Background: an optimization exercise with open tools, aiming at small area, a short achievable clock period and few clock cycles per item. Do not read the settings as production practice.
At most, simulation tests tie the RTL to the original design; equivalence was not proved.
Power and IR drop assume default switching activity.

## before
## tdes_core
module tdes_core (
  input  wire         clk,
  input  wire         rst,
  input  wire         cmd_valid,
  output wire         cmd_ready,
  input  wire [1:0]   cmd_op,
  input  wire [167:0] cmd_key,
  input  wire [63:0]  cmd_data,
  output reg          out_valid,
  output reg  [63:0]  out_data
);
Size: ~1800 cells after synthesis, about 280 flip-flops, about 300 I/O pins, about 0.018 mm^2 of cells after synthesis.
Settings: LEC_CHECK=0, CAP_MARGIN=20, CORE_MARGIN=2, CORE_UTILIZATION=40, CTS_BUF_LIST=sky130_fd_sc_hd__clkbuf_8, SETUP_SLACK_MARGIN=2.5, SLEW_MARGIN=20; clock period 5.0 ns.
standard.sh (not shown) runs the stock make flow with config.mk's settings and CLKGATE_MAP_FILE= SYNTH_SCRIPT=/design/flow/synth_recipe.tcl, a recipe that flattens the netlist after the stock synthesis.
==> flow/flow/run.sh <==
#!/bin/bash
# Standard layout, but the port buffers are the smallest buffer cell.
set -euo pipefail
export BUFFER_PORTS_ARGS="-buffer_cell sky130_fd_sc_hd__buf_1"
bash standard.sh finish > standard_flow.log 2>&1
Testbench counts of before, summed over its fixed seeds: cycles 146,392, blocks 4,205.
Inputs modified between before and after:
-- flow/design.v --
<<< before, line 752
  wire        last_round = round == 4'd15;
  wire [47:0] subkey = des_pc2({C, D});
  wire [31:0] fo     = feistel(R, subkey);
  wire [63:0] ip   = des_ip(cmd_data);
  wire        en_l = busy &&  last_round;
  wire        en_r = busy && !last_round;
  wire [31:0] xl   = !busy ? ip[63:32] : last_round ? L : R;
  wire [31:0] xr   = !busy ? ip[31:0]  : last_round ? R : L;
  wire        one    = round == 4'd0 || round == 4'd7 || round == 4'd14;
  wire        ld_tdes = key_tdes;
>>> after, line 752
  wire        last_round = round == 4'd15;
  wire [47:0] subkey = des_pc2({C, D});
  wire [31:0] f      = L ^ feistel(R, subkey);
  wire        one    = round == 4'd0 || round == 4'd7 || round == 4'd14;
  wire        ld_tdes = key_tdes;
<<< before, line 784
      stage  <= 2'd0;
      round  <= 4'd0;
    end else begin
      round <= round + 4'd1;
      if (last_round)
        stage <= stage + 2'd1;
    end
    L <= xl ^ (fo & {32{ en_l}});
    R <= xr ^ (fo & {32{ en_r}});
    if (!busy || last_round)
      {C, D} <= cd_load;
>>> after, line 779
      stage  <= 2'd0;
      round  <= 4'd0;
      {L, R} <= des_ip(cmd_data);
    end else begin
      round <= round + 4'd1;
      if (last_round) begin
        L     <= f;
        stage <= stage + 2'd1;
      end else begin
        L <= R;
        R <= f;
      end
    end
    if (!busy || last_round)
      {C, D} <= cd_load;
Notes after the runs:
Compared before against after; post-route worst hold slack within noise. after falls short of before in final instance area. Where final critical delay including setup and external delays is concerned, before is better than after. Going from before to after, delay of the slowest cell on the worst path has decreased; total number of vias has remained practically unchanged.
Only the layout flow was run in after; the RTL was not checked for function there.

---

tdes_core, a different RTL version from the one above (not shown whole).
Size: ~280 flip-flops, ~300 I/O pins, ~18,000 µm² of cells after synthesis.
export LEC_CHECK = 0
export ABC_AREA = 1
export CAP_MARGIN = 20
export CORE_MARGIN = 2
export CORE_UTILIZATION = 40
export CTS_BUF_LIST = sky130_fd_sc_hd__clkbuf_8
export SETUP_SLACK_MARGIN = 2.7
export SLEW_MARGIN = 20
export TNS_END_PERCENT = 5
create_clock -name core_clock -period 5.0 [get_ports {clk}]
Scripts as last shown in full above: flow/flow/run.sh
The starting point produced a clean layout.
Testbench counts at the start, summed over its fixed seeds: cycles 146,392, blocks 4,205.
Then changed:
--- a/flow/design.v
+++ b/flow/design.v
@@ -692,33 +692,28 @@
     reg   [47:0] x;
     begin
       x = des_e(h) ^ k;
       feistel = des_p({sbox0(x[47:42]), sbox1(x[41:36]), sbox2(x[35:30]),
                        sbox3(x[29:24]), sbox4(x[23:18]), sbox5(x[17:12]),
                        sbox6(x[11:6]),  sbox7(x[5:0])});
     end
   endfunction
   reg [167:0] key;         
   reg         key_tdes;    
   reg         busy;        
-  reg         ready;       
   reg         op_dec;      
   reg  [1:0]  stage;       
   reg  [3:0]  round;       
-  reg         last_r;      
-  reg         one_r;       
-  reg  [1:0]  nx_sel;      
-  reg         nx_dec;      
   reg  [31:0] L, R;        
   reg  [27:0] C, D;        
-  assign cmd_ready = ready;
+  assign cmd_ready = !busy;
   wire accept    = cmd_valid && !busy;
   function [1:0] stage_key;
     input       tdes;
     input       dec;
     input [1:0] stg;
     begin
       if (!tdes)
         stage_key = 2'd0;
       else if (!dec)
         stage_key = stg;
       else
@@ -746,71 +741,60 @@
         default: third = k[55:0];
       endcase
       pk = des_pc1({8'h00, third});
       if (dec)
         stage_cd = pk;
       else
         stage_cd = {rol28(pk[55:28], 1'b0), rol28(pk[27:0], 1'b0)};
     end
   endfunction
   wire        cur_dec    = stage_dec(key_tdes, op_dec, stage);
   wire        last_stage = !key_tdes || stage == 2'd2;
-  wire        last_round = last_r;
+  wire        last_round = round == 4'd15;
   wire [47:0] subkey = des_pc2({C, D});
   wire [31:0] fo     = feistel(R, subkey);
   wire [63:0] ip   = des_ip(cmd_data);
   wire        en_l = busy &&  last_round;
   wire        en_r = busy && !last_round;
   wire [31:0] xl   = !busy ? ip[63:32] : last_round ? L : R;
   wire [31:0] xr   = !busy ? ip[31:0]  : last_round ? R : L;
-  wire        one    = one_r;
-  wire [1:0]  ld_sel  = busy ? nx_sel : stage_key(key_tdes, cmd_op[0], 2'd0);
-  wire        ld_dec  = busy ? nx_dec : cmd_op[0];
-  wire [55:0] cd_load = stage_cd(key, ld_sel, ld_dec);
+  wire        one    = round == 4'd0 || round == 4'd7 || round == 4'd14;
+  wire        ld_tdes = key_tdes;
+  wire        ld_dec  = busy ? op_dec : cmd_op[0];
+  wire [1:0]  ld_stg  = busy ? stage + 2'd1 : 2'd0;
+  wire [55:0] cd_load = stage_cd(key, stage_key(ld_tdes, ld_dec, ld_stg),
+                                 stage_dec(ld_tdes, ld_dec, ld_stg));
   always @(*) out_data = des_fp({L, R});
   always @(posedge clk) begin
     if (rst) begin
       busy      <= 1'b0;
-      ready     <= 1'b1;
       out_valid <= 1'b0;
     end else begin
       out_valid <= busy && last_round && last_stage;
-      if (!busy) begin
-        busy  <= cmd_valid && !cmd_op[1];
-        ready <= !(cmd_valid && !cmd_op[1]);
-      end else if (last_round && last_stage) begin
-        busy  <= 1'b0;
-        ready <= 1'b1;
-      end
+      if (!busy)
+        busy <= cmd_valid && !cmd_op[1];
+      else if (last_round && last_stage)
+        busy <= 1'b0;
     end
     if (accept && cmd_op[1]) begin
       key      <= cmd_key;
       key_tdes <= cmd_op[0];
     end
     if (!busy) begin
       op_dec <= cmd_op[0];
       stage  <= 2'd0;
       round  <= 4'd0;
-      last_r <= 1'b0;
-      one_r  <= 1'b1;
-      nx_sel <= stage_key(key_tdes, cmd_op[0], 2'd1);
-      nx_dec <= stage_dec(key_tdes, cmd_op[0], 2'd1);
     end else begin
-      round  <= round + 4'd1;
-      last_r <= round == 4'd14;
-      one_r  <= round == 4'd15 || round == 4'd6 || round == 4'd13;
-      if (last_round) begin
-        stage  <= stage + 2'd1;
-        nx_sel <= stage_key(key_tdes, op_dec, stage + 2'd2);
-        nx_dec <= stage_dec(key_tdes, op_dec, stage + 2'd2);
-      end
+      round <= round + 4'd1;
+      if (last_round)
+        stage <= stage + 2'd1;
     end
     L <= xl ^ (fo & {32{ en_l}});
     R <= xr ^ (fo & {32{ en_r}});
     if (!busy || last_round)
       {C, D} <= cd_load;
     else begin
       C <= cur_dec ? ror28(C, !one) : rol28(C, !one);
       D <= cur_dec ? ror28(D, !one) : rol28(D, !one);
     end
   end
 endmodule
Effect: The changed run completed with no timing, DRC or antenna violations. Die area fell by a few percent. Setup slack gets worse by 0.029 ns. Hold slack loses 0.023 ns. Final area is lower slightly. First-iteration DRC count goes down by a quarter to a third. Power went up by a quarter to a third. Routed wire length goes down by a few percent. Synthesized area falls by a few percent. Utilization rose by 1.9 points. Non-clock buffer count is higher by 24.
Testbench counts after the change, summed over its fixed seeds: cycles 146,392, blocks 4,205.

---

Setup of the reference run:
Starting RTL as in the previous note.
Design tdes_core, start of the top module:
module tdes_core (
  input  wire         clk,
  input  wire         rst,
  input  wire         cmd_valid,
  output wire         cmd_ready,
  input  wire [1:0]   cmd_op,
  input  wire [167:0] cmd_key,
  input  wire [63:0]  cmd_data,
  output reg          out_valid,
  output reg  [63:0]  out_data
);
export LEC_CHECK = 0
export ABC_AREA = 1
export CAP_MARGIN = 5
export CORE_MARGIN = 2
export CORE_UTILIZATION = 40
export CTS_BUF_LIST = sky130_fd_sc_hd__clkbuf_8
export SETUP_SLACK_MARGIN = 2.85
export SLEW_MARGIN = 5
export TNS_END_PERCENT = 5
create_clock -name core_clock -period 5.0 [get_ports {clk}]
Scripts as last shown in full above: flow/flow/run.sh
Testbench counts of the reference run, summed over its fixed seeds: cycles 146,392, blocks 4,205.
> inputs changed (the reference run -> the trial run)
diff --git a/flow/design.v b/flow/design.v
--- a/flow/design.v
+++ b/flow/design.v
@@ -692,33 +692,28 @@
     reg   [47:0] x;
     begin
       x = des_e(h) ^ k;
       feistel = des_p({sbox0(x[47:42]), sbox1(x[41:36]), sbox2(x[35:30]),
                        sbox3(x[29:24]), sbox4(x[23:18]), sbox5(x[17:12]),
                        sbox6(x[11:6]),  sbox7(x[5:0])});
     end
   endfunction
   reg [167:0] key;         
   reg         key_tdes;    
   reg         busy;        
-  reg         ready;       
   reg         op_dec;      
   reg  [1:0]  stage;       
   reg  [3:0]  round;       
-  reg         last_r;      
-  reg         one_r;       
-  reg  [1:0]  nx_sel;      
-  reg         nx_dec;      
   reg  [31:0] L, R;        
   reg  [27:0] C, D;        
-  assign cmd_ready = ready;
+  assign cmd_ready = !busy;
   wire accept    = cmd_valid && !busy;
   function [1:0] stage_key;
     input       tdes;
     input       dec;
     input [1:0] stg;
     begin
       if (!tdes)
         stage_key = 2'd0;
       else if (!dec)
         stage_key = stg;
       else
@@ -746,71 +741,60 @@
         default: third = k[55:0];
       endcase
       pk = des_pc1({8'h00, third});
       if (dec)
         stage_cd = pk;
       else
         stage_cd = {rol28(pk[55:28], 1'b0), rol28(pk[27:0], 1'b0)};
     end
   endfunction
   wire        cur_dec    = stage_dec(key_tdes, op_dec, stage);
   wire        last_stage = !key_tdes || stage == 2'd2;
-  wire        last_round = last_r;
+  wire        last_round = round == 4'd15;
   wire [47:0] subkey = des_pc2({C, D});
   wire [31:0] fo     = feistel(R, subkey);
   wire [63:0] ip   = des_ip(cmd_data);
   wire        en_l = busy &&  last_round;
   wire        en_r = busy && !last_round;
   wire [31:0] xl   = !busy ? ip[63:32] : last_round ? L : R;
   wire [31:0] xr   = !busy ? ip[31:0]  : last_round ? R : L;
-  wire        one    = one_r;
-  wire [1:0]  ld_sel  = busy ? nx_sel : stage_key(key_tdes, cmd_op[0], 2'd0);
-  wire        ld_dec  = busy ? nx_dec : cmd_op[0];
-  wire [55:0] cd_load = stage_cd(key, ld_sel, ld_dec);
+  wire        one    = round == 4'd0 || round == 4'd7 || round == 4'd14;
+  wire        ld_tdes = key_tdes;
+  wire        ld_dec  = busy ? op_dec : cmd_op[0];
+  wire [1:0]  ld_stg  = busy ? stage + 2'd1 : 2'd0;
+  wire [55:0] cd_load = stage_cd(key, stage_key(ld_tdes, ld_dec, ld_stg),
+                                 stage_dec(ld_tdes, ld_dec, ld_stg));
   always @(*) out_data = des_fp({L, R});
   always @(posedge clk) begin
     if (rst) begin
       busy      <= 1'b0;
-      ready     <= 1'b1;
       out_valid <= 1'b0;
     end else begin
       out_valid <= busy && last_round && last_stage;
-      if (!busy) begin
-        busy  <= cmd_valid && !cmd_op[1];
-        ready <= !(cmd_valid && !cmd_op[1]);
-      end else if (last_round && last_stage) begin
-        busy  <= 1'b0;
-        ready <= 1'b1;
-      end
+      if (!busy)
+        busy <= cmd_valid && !cmd_op[1];
+      else if (last_round && last_stage)
+        busy <= 1'b0;
     end
     if (accept && cmd_op[1]) begin
       key      <= cmd_key;
       key_tdes <= cmd_op[0];
     end
     if (!busy) begin
       op_dec <= cmd_op[0];
       stage  <= 2'd0;
       round  <= 4'd0;
-      last_r <= 1'b0;
-      one_r  <= 1'b1;
-      nx_sel <= stage_key(key_tdes, cmd_op[0], 2'd1);
-      nx_dec <= stage_dec(key_tdes, cmd_op[0], 2'd1);
     end else begin
-      round  <= round + 4'd1;
-      last_r <= round == 4'd14;
-      one_r  <= round == 4'd15 || round == 4'd6 || round == 4'd13;
-      if (last_round) begin
-        stage  <= stage + 2'd1;
-        nx_sel <= stage_key(key_tdes, op_dec, stage + 2'd2);
-        nx_dec <= stage_dec(key_tdes, op_dec, stage + 2'd2);
-      end
+      round <= round + 4'd1;
+      if (last_round)
+        stage <= stage + 2'd1;
     end
     L <= xl ^ (fo & {32{ en_l}});
     R <= xr ^ (fo & {32{ en_r}});
     if (!busy || last_round)
       {C, D} <= cd_load;
     else begin
       C <= cur_dec ? ror28(C, !one) : rol28(C, !one);
       D <= cur_dec ? ror28(D, !one) : rol28(D, !one);
     end
   end
 endmodule
--- outcome ---
Register fraction of the total cell area, the reference run and the trial run, lower one = the trial run. Number of violations reported at the end of detailed-routing iteration 0 shrinks by more than 10% when moving from the reference run to the trial run. Diff the reference run -> the trial run: met3 routed wirelength went down, fraction of power consumed by the clock network went down, tap cell instance count went down. The trial run ends up with lower post-synthesis share of cell area spent on full adders, half adders and majority gates than the reference run does. For the trial run, the capture point of the worst path was out_data[57], unlike the reference run, where it was out_data[7]. Against the reference run, total internal power in the trial run rose by more than 10%.
Testbench counts of the trial run, summed over its fixed seeds: cycles 146,392, blocks 4,205.

---

Starting RTL as in the previous note.
clock: 5.0 ns
lec_check: 0
abc_area: 1
cap_margin: 20
core_margin: 2
core_utilization: 40
cts_buf_list: sky130_fd_sc_hd__clkbuf_8
setup_slack_margin: 3.0
slew_margin: 20
tns_end_percent: 10
Scripts as last shown in full above: flow/flow/run.sh
Testbench counts at the start, summed over its fixed seeds: cycles 146,392, blocks 4,205.
Edit:
--- a/flow/design.v
+++ b/flow/design.v
@@ -697,23 +697,18 @@
                        sbox6(x[11:6]),  sbox7(x[5:0])});
     end
   endfunction
   reg [167:0] key;         
   reg         key_tdes;    
   reg         busy;        
-  reg         ready;       
   reg         op_dec;      
   reg  [1:0]  stage;       
   reg  [3:0]  round;       
-  reg         last_r;      
-  reg         one_r;       
-  reg  [1:0]  nx_sel;      
-  reg         nx_dec;      
   reg  [31:0] L, R;        
   reg  [27:0] C, D;        
-  assign cmd_ready = ready;
+  assign cmd_ready = !busy;
   wire accept    = cmd_valid && !busy;
   function [1:0] stage_key;
     input       tdes;
     input       dec;
     input [1:0] stg;
     begin
@@ -751,61 +746,50 @@
       else
         stage_cd = {rol28(pk[55:28], 1'b0), rol28(pk[27:0], 1'b0)};
     end
   endfunction
   wire        cur_dec    = stage_dec(key_tdes, op_dec, stage);
   wire        last_stage = !key_tdes || stage == 2'd2;
-  wire        last_round = last_r;
+  wire        last_round = round == 4'd15;
   wire [47:0] subkey = des_pc2({C, D});
   wire [31:0] fo     = feistel(R, subkey);
   wire [63:0] ip   = des_ip(cmd_data);
   wire        en_l = busy &&  last_round;
   wire        en_r = busy && !last_round;
   wire [31:0] xl   = !busy ? ip[63:32] : last_round ? L : R;
   wire [31:0] xr   = !busy ? ip[31:0]  : last_round ? R : L;
-  wire        one    = one_r;
-  wire [1:0]  ld_sel  = busy ? nx_sel : stage_key(key_tdes, cmd_op[0], 2'd0);
-  wire        ld_dec  = busy ? nx_dec : cmd_op[0];
-  wire [55:0] cd_load = stage_cd(key, ld_sel, ld_dec);
+  wire        one    = round == 4'd0 || round == 4'd7 || round == 4'd14;
+  wire        ld_tdes = key_tdes;
+  wire        ld_dec  = busy ? op_dec : cmd_op[0];
+  wire [1:0]  ld_stg  = busy ? stage + 2'd1 : 2'd0;
+  wire [55:0] cd_load = stage_cd(key, stage_key(ld_tdes, ld_dec, ld_stg),
+                                 stage_dec(ld_tdes, ld_dec, ld_stg));
   always @(*) out_data = des_fp({L, R});
   always @(posedge clk) begin
     if (rst) begin
       busy      <= 1'b0;
-      ready     <= 1'b1;
       out_valid <= 1'b0;
     end else begin
       out_valid <= busy && last_round && last_stage;
-      if (!busy) begin
-        busy  <= cmd_valid && !cmd_op[1];
-        ready <= !(cmd_valid && !cmd_op[1]);
-      end else if (last_round && last_stage) begin
-        busy  <= 1'b0;
-        ready <= 1'b1;
-      end
+      if (!busy)
+        busy <= cmd_valid && !cmd_op[1];
+      else if (last_round && last_stage)
+        busy <= 1'b0;
     end
     if (accept && cmd_op[1]) begin
       key      <= cmd_key;
       key_tdes <= cmd_op[0];
     end
     if (!busy) begin
       op_dec <= cmd_op[0];
       stage  <= 2'd0;
       round  <= 4'd0;
-      last_r <= 1'b0;
-      one_r  <= 1'b1;
-      nx_sel <= stage_key(key_tdes, cmd_op[0], 2'd1);
-      nx_dec <= stage_dec(key_tdes, cmd_op[0], 2'd1);
     end else begin
-      round  <= round + 4'd1;
-      last_r <= round == 4'd14;
-      one_r  <= round == 4'd15 || round == 4'd6 || round == 4'd13;
-      if (last_round) begin
-        stage  <= stage + 2'd1;
-        nx_sel <= stage_key(key_tdes, op_dec, stage + 2'd2);
-        nx_dec <= stage_dec(key_tdes, op_dec, stage + 2'd2);
-      end
+      round <= round + 4'd1;
+      if (last_round)
+        stage <= stage + 2'd1;
     end
     L <= xl ^ (fo & {32{ en_l}});
     R <= xr ^ (fo & {32{ en_r}});
     if (!busy || last_round)
       {C, D} <= cd_load;
     else begin
- worst setup slack got worse by 47 ps
- utilization is higher by 0.96 points
- hold slack got worse by 52 ps
- via count decreases by 3.1%
- sequential power climbs by 11%
- total power rises by 24%
- synthesized cell count went down by 4.2%
- cell count fell by 3.1%
- sequential share of layout area climbs by 0.27 points
- cell area is lower by 3.1%
- global-route usage fell by 0.55 points
- die area goes down by 4.5%
- register-to-register slack got worse by 110 ps
Testbench counts after the change, summed over its fixed seeds: cycles 146,392, blocks 4,205.

==> separate check: timing with driven ports <==
In the flow no input, the clock included, has a driving cell. The finished layouts below were timed again as built, in two steps.
Step 1, drivers: a clkbuf_16 drives clk and a buf_2 each remaining input, both assumed.
Step 2 also shifts input and output timing later by t, the mid clock arrival at the registers, as if the neighbouring blocks saw the same clock.
a / b / c = ideal / step 1 / step 2; a / b = the first two.
run | shift t [ns] | setup WS [ns] | worst setup path at the end
before | 0.694 | 2.341 / 2.341 / 2.102 | input to register
after | 0.679 | 2.154 / 2.154 / 2.082 | input to register
the first run of note 2 | 0.686 | 2.635 / 2.584 / 2.295 | input to register
the second run of note 2 | 0.683 | 2.606 / 2.554 / 2.305 | input to register
the reference run | 0.693 | 2.795 / 2.742 / 2.334 | input to register
the trial run | 0.676 | 2.734 / 2.684 / 2.330 | input to register
the first run of note 4 | 0.694 | 2.778 / 2.727 / 2.350 | input to register
the second run of note 4 | 0.673 | 2.732 / 2.680 / 2.331 | input to register
After both steps setup and hold are still met in every run listed. For the reference run, which loses most, drivers alone change the setup slack by -0.053 ns; drivers and shift together by -0.461 ns.
